What follows belongs to an exercise in optimizing a design on an open flow for small area, a short achievable clock period and few clock cycles per item; a production flow would make more cautious choices. In this exercise RTL edits were held to simulation tests only and were not proved equivalent to the original.

### design/flow/config.mk
export PLATFORM = sky130hd
export DESIGN_NAME = sm3_core
export DESIGN_NICKNAME = sm3_core
export VERILOG_FILES = /design/flow/design.v
export SDC_FILE = /design/flow/constraint.sdc
export NUM_CORES = 4
export LEC_CHECK = 0
export CAP_MARGIN = 20
export CORE_MARGIN = 2
export CORE_UTILIZATION = 40
export PLACE_DENSITY = 0.6
export SLEW_MARGIN = 20
### design/flow/constraint.sdc
create_clock -name core_clock -period 20.0 [get_ports {clk}]
set_input_delay 4.0000 -clock core_clock [delete_from_list [all_inputs] [get_ports {clk}]]
set_output_delay 4.0000 -clock core_clock [all_outputs]
set_load 0.01 [all_outputs]
### design/flow/design.v
module sm3_core (
    input  wire         clk,
    input  wire         rst,         
    input  wire         start_i,
    input  wire         first_i,
    input  wire [511:0] block_i,     
    output wire         ready_o,
    output reg          done_o,
    output wire [255:0] digest_o     
);
    localparam [255:0] IV = {32'h7380166F, 32'h4914B2B9, 32'h172442D7, 32'hDA8A0600,
                             32'hA96F30BC, 32'h163138AA, 32'hE38DEE4D, 32'hB0FB0E4E};
    localparam [31:0]  T0 = 32'h79CC4519;
    localparam [31:0]  T1 = 32'h7A879D8A;
    localparam [1:0] S_IDLE  = 2'd0;
    localparam [1:0] S_ROUND = 2'd1;
    localparam [1:0] S_FINAL = 2'd2;
    function [31:0] rotl;
        input [31:0] x;
        input [4:0]  n;
        begin
            rotl = (x << n) | (x >> (6'd32 - {1'b0, n}));
        end
    endfunction
    function [31:0] p0;
        input [31:0] x;
        begin
            p0 = x ^ {x[22:0], x[31:23]} ^ {x[14:0], x[31:15]};
        end
    endfunction
    function [31:0] p1;
        input [31:0] x;
        begin
            p1 = x ^ {x[16:0], x[31:17]} ^ {x[8:0], x[31:9]};
        end
    endfunction
    reg [1:0]   state_q;
    reg [5:0]   round_q;
    reg [255:0] v_q;                     
    reg [31:0]  a_q, b_q, c_q, d_q, e_q, f_q, g_q, h_q;
    reg [511:0] w_q;                     
    wire [31:0] w_j   = w_q[511:480];    
    wire [31:0] w_j3  = w_q[415:384];    
    wire [31:0] w_j4  = w_q[383:352];    
    wire [31:0] w_j7  = w_q[287:256];    
    wire [31:0] w_j10 = w_q[191:160];    
    wire [31:0] w_j13 = w_q[95:64];      
    wire [31:0] w_new = p1(w_j ^ w_j7 ^ {w_j13[16:0], w_j13[31:17]})
                        ^ {w_j3[24:0], w_j3[31:25]} ^ w_j10;    
    wire [31:0] w_p   = w_j ^ w_j4;                              
    wire        early = (round_q < 6'd16);
    wire [31:0] k_j   = rotl(early ? T0 : T1, round_q[4:0]);
    wire [31:0] a_r12 = {a_q[19:0], a_q[31:20]};
    wire [31:0] ss_t  = a_r12 + e_q + k_j;
    wire [31:0] ss1   = {ss_t[24:0], ss_t[31:25]};
    wire [31:0] ss2   = ss1 ^ a_r12;
    wire [31:0] ff    = early ? (a_q ^ b_q ^ c_q)
                              : ((a_q & b_q) | (a_q & c_q) | (b_q & c_q));
    wire [31:0] gg    = early ? (e_q ^ f_q ^ g_q)
                              : ((e_q & f_q) | (~e_q & g_q));
    wire [31:0] tt1   = ff + d_q + ss2 + w_p;
    wire [31:0] tt2   = gg + h_q + ss1 + w_j;
    wire [255:0] v_in = first_i ? IV : v_q;
    assign ready_o  = (state_q == S_IDLE);
    assign digest_o = v_q;
    always @(posedge clk) begin
        if (rst) begin
            state_q <= S_IDLE;
            round_q <= 6'd0;
            done_o  <= 1'b0;
            v_q     <= IV;
        end else begin
            done_o <= 1'b0;
            case (state_q)
                S_IDLE: begin
                    if (start_i) begin
                        v_q     <= v_in;
                        a_q     <= v_in[255:224];
                        b_q     <= v_in[223:192];
                        c_q     <= v_in[191:160];
                        d_q     <= v_in[159:128];
                        e_q     <= v_in[127:96];
                        f_q     <= v_in[95:64];
                        g_q     <= v_in[63:32];
                        h_q     <= v_in[31:0];
                        w_q     <= block_i;
                        round_q <= 6'd0;
                        state_q <= S_ROUND;
                    end
                end
                S_ROUND: begin
                    a_q <= tt1;
                    b_q <= a_q;
                    c_q <= {b_q[22:0], b_q[31:23]};
                    d_q <= c_q;
                    e_q <= p0(tt2);
                    f_q <= e_q;
                    g_q <= {f_q[12:0], f_q[31:13]};
                    h_q <= g_q;
                    w_q <= {w_q[479:0], w_new};
                    round_q <= round_q + 6'd1;
                    if (round_q == 6'd63)
                        state_q <= S_FINAL;
                end
                S_FINAL: begin
                    v_q     <= v_q ^ {a_q, b_q, c_q, d_q, e_q, f_q, g_q, h_q};
                    done_o  <= 1'b1;
                    state_q <= S_IDLE;
                end
                default: state_q <= S_IDLE;
            endcase
        end
    end
endmodule
### design/flow/run.sh
#!/bin/bash
# synth_recipe.tcl (not shown) runs the flow's synth.tcl, then flattens the netlist and writes it again
# the make line also repeats each setting of config.mk as NAME=value (left out here)
make -C /OpenROAD-flow-scripts/flow DESIGN_CONFIG=/design/flow/config.mk WORK_HOME=/design/flow/orfs CLKGATE_MAP_FILE= SYNTH_SCRIPT=/design/flow/synth_recipe.tcl finish
==> run notes <==
-- Yosys cell counts, drive strengths merged (8+ instances only) --
cell type / instances
a211oi: 96
a21o: 40
a21oi: 382
a22oi: 12
a31oi: 30
buf: 42
clkbuf: 359
dfxtp: 265
edfxtp: 768
fa: 188
ha: 100
inv: 250
maj3: 10
mux2: 8
mux2i: 50
nand2: 2005
nand2b: 134
nand3: 149
nand3b: 206
nand4: 10
nor2: 497
nor2b: 19
nor3: 64
o211ai: 18
o21a: 22
o21ai: 473
o21bai: 13
o22ai: 22
o31ai: 10
or3: 10
xnor2: 320
xor2: 117
-- area by class of cell --
class                      instances  area share, %
clock buffer                     162           4.39
multi-input combinational       5105           40.4
sequential                      1033           38.4
timing repair buffer             847           11.4
clock inverter                    56          0.750
tap                             2016           3.41
antenna                           12         0.0406
inverter                         253           1.28
-- state kept, by name, indices dropped and copies added (netlist names), 32 cells and up --
| signal | cells |
|---|---|
| b_q | 32 |
| e_q | 32 |
| v_q | 256 |
| w_q | 512 |
| g_q | 32 |
| c_q | 32 |
| a_q | 32 |
| f_q | 32 |
| d_q | 32 |
| h_q | 32 |
-- stage by stage --
| step | setup WS, ns | hold slack, ns | instance area, µm² | utilization, % |
|---|---|---|---|---|
| 3_3_place_gp | 8.87 | 0.477 | 70100 | 46.7 |
| 5_1_grt | 7.82 | 0.516 | 73900 | 49.2 |
| 3_5_place_dp | 8.75 | 0.490 | 70100 | 46.7 |
| 6_report | 8.50 | 0.501 | 74000 | 49.3 |
| 4_1_cts | 8.66 | 0.501 | 73900 | 49.2 |
| 2_1_floorplan | 3.69 | 0.484 | 60600 | - |
-- cell usage in the layout (no fill, tap or decap), types with 133 or more instances in the layout --
| cell type | instances |
|---|---|
| nand2_1 | 2005 |
| o21ai_0 | 465 |
| fa_1 | 188 |
| clkdlybuf4s50_1 | 771 |
| xnor2_1 | 317 |
| a21oi_1 | 381 |
| nand3_1 | 149 |
| nor2_1 | 494 |
| dfxtp_1 | 264 |
| nand2b_1 | 133 |
| inv_1 | 250 |
| nand3b_1 | 206 |
| edfxtp_1 | 768 |
-- critical path: cells and delay by family, from the launching register on --
| family | cells | cell delay [ns] |
|---|---|---|
| and+or+nand+nor | 4 | 0.48 |
| xor gates and xnor gates | 3 | 0.70 |
| buffers and inverters | 4 | 1.80 |
| adders and majority gates | 6 | 2.73 |
| AOI/OAI and AO/OA | 18 | 4.57 |
| DFF | 1 | 0.85 |
-- layer usage --
metal / track usage [%] / vias up / part of all wire, %
met2: 55.8 / 2804 / 47
met4: 15.2 / 4 / 5.0
li1: - / 24000 / -
met1: 45.2 / 26000 / 40
met3: 5.66 / 432 / 8.0
met5: 0 / - / 0.010
-- path summary, 6_finish.rpt --
path              to  slack (ns)  cells past startpoint
max reg2reg  a_q[31]        8.50                     35
max          a_q[31]        8.50                     35
min reg2reg  w_q[46]        0.50                      2
min          w_q[46]        0.50                      2
-- cells by family after synthesis --
group                      share of synthesized area (%)
DFF                                                 46.8
AOI/OAI and AO/OA                                   11.3
adders and majority gates                           8.43
muxes                                              0.974
buffers and inverters                               4.08
xor gates and xnor gates                            6.48
and+or+nand+nor                                     21.9
==> metrics.md <==
| Metric | Value |
|---|---|
| Area occupied by multi-input gates | between 20000 and 30000 µm² |
| Vias in the first global route | 49900 |
| Post-synth net total | 7596 |
| Global route total overflow | 0 |
| Vias/cell | 5.61 |
| CP Data Required Time | 20.46 ns |
| Storage element area | 28400 µm² |
| Setup-failing EPs final | 0 |
| Max-slew headroom | 9.16% |
| Library cells used by synthesis | 83 |
| Share of post-route cells with drive strength above 1 | just under 4% |
| Post-Syn Area | 60600 µm² |
| Setup crit start kind | flop |
| Syn Area/Cell | 8.93 µm² |
| Vias | 53200 |
| Initial DRC count | 6419 |
| Hold Crit Class | reg2reg |
| Ys flop type | edfxtp_1 |
| Post-synthesis cell count | 6792 |
| Synth top area share | roughly two fifths |
| Nets | 8159 |
| Crit path largest cell delay | 0.85 ns |
| Post-synth EDFFs | 768 |
| Async S/R FF share, synth | 0% |
| Total Wirelength | approximately 280000 µm |
| Number of sinks on the clock net | between 1000 and 1500 |
| Most common cell on crit path | o21ai_0 |
| Layout area overhead | 22.0% |
| Setup TNS | 0 ns |
| Layout Cells excl Fill | roughly 9500 |
| Hold_sp | w_q[14] |
| GRT Util Overall | between 30% and 40% |
| #FFs+latches synth | 1033 |
| Worst Setup End Kind | flop |
| Htree depth | 3 |
| Fillers | 14200 |
| Max-Cap Viols | 0 |
| Clock skew | 0.0439 ns |
| Die footprint | ~150000 µm² |
| Peak Freq | 87.0 MHz |
| Initial core utilization | 40.4% |
| Largest net degree at the start of global routing | 194 |
| Worst skew pair latency | 0.77 ns |
| FP Rows | around 140 |
| Final hold vios | 0 |
| Placed Cells | roughly 9300 |
| DP HPWL | 210000 µm |
| # IOs | 774 |
| Synth warn | 1 |
| GP Congestion | slightly below 1 |
| Worst Path Arrival | 11.96 ns |
| Crit path max fanout | 44 |
| CTS tree | built |
| # resized after CTS | 0 |
| Core Box Area | 150000 µm² |
| Die height | 393 µm |
| CP startpoint | round_q[5] |
| Post-CTS Setup Inserts | 0 |
| First-pass GRT wire length | 381000 µm |
| Outcome | timing/DRC/antenna clean |
| Die W | ~400 µm |
| Post-synth top area cell | edfxtp_1 |
| Routed wire length per instance | approximately 29 µm |
| Sequential share of the synthesized area | roughly 47% |
| Tcrit/Tclk final | 57.5% |
| Initial antenna violation count | 12 |
| Clock transition at path regs | 0.07 ns |
| Synth area leaders | edfxtp_1 (38%), nand2_1 (12%), dfxtp_1 (8.7%) |
| Post-cts hold buffer count | 0 |
| R2R Path Start | round_q[5] |
| Antenna viol nets, final | 0 |
| Clock Tree Buf Depth | 3 |
| Max-slew violations | 0 |
| Root Driver | clkbuf_16 |
| Drt first pass iters | 8 |
| CTS buffer count | 115 |
| DR DRC count | 0 |
| CP max-delay cell | dfxtp_1 |
| Fin crit period | 11.50 ns |
| RSZ-0062 raised after global routing | no |
| IO Port Bufs | a little under 800 |
| Worst slew pin tran | 1.36 ns |
| Crit path kind | reg2reg |
Testbench counts, summed over its fixed seeds: cycles 84,488, items 1,280.

re-timing with driven ports:
Ports are ideal in the flow. The routed layout listed here was re-timed in OpenROAD.
Step 1, drivers: a clkbuf_16 drives clk and a buf_2 each remaining input, both assumed.
Step 2 adds t to the input delays and takes it off the output delays; t is the mean of the earliest and latest rising clock arrival at the registers after step 1. Input paths then give back, and output paths get back, about the clock's delay inside the block.
Slacks: ideal ports / drivers / drivers and shift; pairs: ideal ports / drivers.
t (ns): 0.827
setup WS [ns]: 8.504 / 8.504 / 8.504
clock arrival spread, ns: 0.055 / 0.055
slew at the worst register clock pin (ns): 0.08 / 0.08
After both steps setup and hold are still met in this run. For this run, drivers alone change the setup slack by 0.000 ns; drivers and shift together by 0.000 ns.
